Context: an optimization exercise on an open-source flow, tuned for small area, a short achievable clock period and few clock cycles per item. The choices shown serve that exercise and are no tape-out recipe.
The RTL was checked by simulation tests, not by an equivalence proof against the original design.
Power is estimated from default activity; no workload was simulated.

Design m64p_unit, start of the top module:
module m64p_unit (
    input  wire        clk,
    input  wire        rst,
    input  wire        in_valid,
    output wire        in_ready,
    input  wire [2:0]  in_kind,
    input  wire [3:0]  in_reg,
    input  wire [63:0] in_data,
    output wire        out_valid,
    output wire [63:0] out_data
);
Size: roughly 140 I/O pins, roughly 0.16 mm² of cells after synthesis.
Settings: LEC_CHECK=0, CAP_MARGIN=30, CORE_MARGIN=2, CORE_UTILIZATION=30, GPL_ROUTABILITY_DRIVEN=1, PLACE_DENSITY=0.45, SLEW_MARGIN=20; clock period 18.0 ns.
standard.sh (not shown) runs the stock make flow with config.mk's settings and CLKGATE_MAP_FILE= SYNTH_SCRIPT=/design/flow/synth_recipe.tcl, a recipe that flattens the netlist after the stock synthesis.
==> flow/flow/run.sh <==
#!/bin/bash
set -euo pipefail
cd "$(dirname "$0")/.."
# synthesis .. CTS: the CTS-stage repair aims at about 5.5 ns
bash standard.sh SETUP_SLACK_MARGIN=12.5 cts > flow_to_cts.log 2>&1
# global route .. finish: repair again after global routing
bash standard.sh SETUP_SLACK_MARGIN=12.5 TNS_END_PERCENT=30 finish > flow_to_finish.log 2>&1
Testbench counts at the start, summed over its fixed seeds: cycles 20,648, txns 16,168.
Then changed:
Settings changed: SLEW_MARGIN 20 to 70.
=>
- The new run completed with no timing, DRC or antenna violations
- setup slack is better by 0.030 ns
- maximum frequency came out higher by about 0.5%
- synthesized area does not change

## run A
m64p_unit, a different RTL version from the one above (not shown whole).
For scale: roughly 2000 flip-flops, ~140 I/O pins.
export LEC_CHECK = 0
export CAP_MARGIN = 30
export CORE_MARGIN = 2
export CORE_UTILIZATION = 30
export GPL_ROUTABILITY_DRIVEN = 1
export PLACE_DENSITY = 0.45
export SLEW_MARGIN = 50
create_clock -name core_clock -period 18.0 [get_ports {clk}]
Scripts as last shown in full above: flow/flow/run.sh
Testbench counts of run A, summed over its fixed seeds: cycles 20,648, txns 16,168.
Changes in run B relative to run A:
Settings: PLACE_DENSITY: 0.45 -> 0.5.
==> flow/flow/run.sh <==
#!/bin/bash
set -euo pipefail
cd "$(dirname "$0")/.."
# synthesis .. CTS: the CTS-stage repair aims at about 5.3 ns
bash standard.sh SETUP_SLACK_MARGIN=12.7 cts > flow_to_cts.log 2>&1
# global route .. finish: repair again after global routing
bash standard.sh SETUP_SLACK_MARGIN=12.7 TNS_END_PERCENT=50 finish > flow_to_finish.log 2>&1
--- outcome ---
Diff run A -> run B | power | down slightly. Run B vs. run A: least setup slack across all paths after layout +0.097 ns, fmax now sits higher.
### run B -> run C
Settings: changing PLACE_DENSITY from 0.5 to 0.45.
==> flow/flow/run.sh <==
#!/bin/bash
set -euo pipefail
cd "$(dirname "$0")/.."
# synthesis .. CTS: the CTS-stage repair aims at about 5.4 ns
bash standard.sh SETUP_SLACK_MARGIN=12.6 cts > flow_to_cts.log 2>&1
# global route .. finish: repair again after global routing
bash standard.sh SETUP_SLACK_MARGIN=12.6 TNS_END_PERCENT=50 finish > flow_to_finish.log 2>&1
Notes after the runs:
Total power (lower): run B. Run C completed end to end with timing, DRC and antenna clean. Detailed-route wire length (run C over run B): increase, 37000 um. Going from run B to run C, the maximum clock frequency was found to have gone down by 3.5 MHz. Going from run B to run C, the part of the total power dissipated in the clock network was found to have gone up by 2.4 points. Taking run B as the reference, in run C final period demand of the worst path went up by 0.12 ns; summed area of non-filler cells in the final layout went down; sequential share of layout area shows an increase of 0.19 points; post-detailed-route via-to-cell ratio went down by 0.87%; wire length on met1 up about 8%. Run B reports its capturing element of the worst setup path as W[4][28] while run C reports m_bo[18]. [run C] area growth from synthesis to layout fell 0.82 points relative to run B.
Inputs modified between run C and run D:
==> flow/flow/run.sh <==
#!/bin/bash
set -euo pipefail
cd "$(dirname "$0")/.."
# synthesis .. CTS: the CTS-stage repair aims at about 5.3 ns
bash standard.sh SETUP_SLACK_MARGIN=12.7 cts > flow_to_cts.log 2>&1
# global route .. finish: repair again after global routing
bash standard.sh SETUP_SLACK_MARGIN=12.7 TNS_END_PERCENT=50 finish > flow_to_finish.log 2>&1
==> notes.md <==
- Relative to run C, run D improves final critical path time including I/O delays and setup.
- Looking only at post-place setup slack, and setting everything else aside, the higher value of run C and run D goes to run D.
- The post-route cell area number comes out higher for run D vs run C.

==> afterwards: timing with drivers on the ports <==
How much do the figures lean on ideal ports? The routed layouts below were timed once more, with nothing changed but the port constraints. Step 1 assumes that a clkbuf_16 drives the clock port and a buf_2 every other input. Step 2, shift: input delay + t, output delay - t, t = (earliest + latest rising clock arrival at the registers) / 2. This alone moves slack from input paths to output paths. Slacks: ideal / step 1 / step 2; pairs: ideal / step 1.
run	t (ns)	setup WS [ns]	worst hold slack (ns)	latest minus earliest clock arrival (ns)	worst data-port slew with drivers (ns)
the first run of note 1	1.163	11.998 / 11.998 / 11.998	0.444 / 0.444 / 0.444	0.157 / 0.157	0.19
the second run of note 1	1.161	12.027 / 12.027 / 12.027	0.420 / 0.420 / 0.420	0.187 / 0.187	0.18
run A	1.117	12.101 / 12.101 / 12.101	0.468 / 0.468 / 0.468	0.061 / 0.060	0.27
run B	1.154	12.198 / 12.198 / 12.143	0.468 / 0.468 / 0.468	0.107 / 0.106	0.09
run C	1.123	12.079 / 12.079 / 12.079	0.463 / 0.463 / 0.463	0.101 / 0.101	0.21
run D	1.121	12.353 / 12.353 / 12.353	0.466 / 0.466 / 0.466	0.181 / 0.181	0.26
After both steps every run listed still meets setup and hold. The setup slack of run B, which loses most, moves by 0.000 ns with the drivers and by -0.055 ns with both steps.
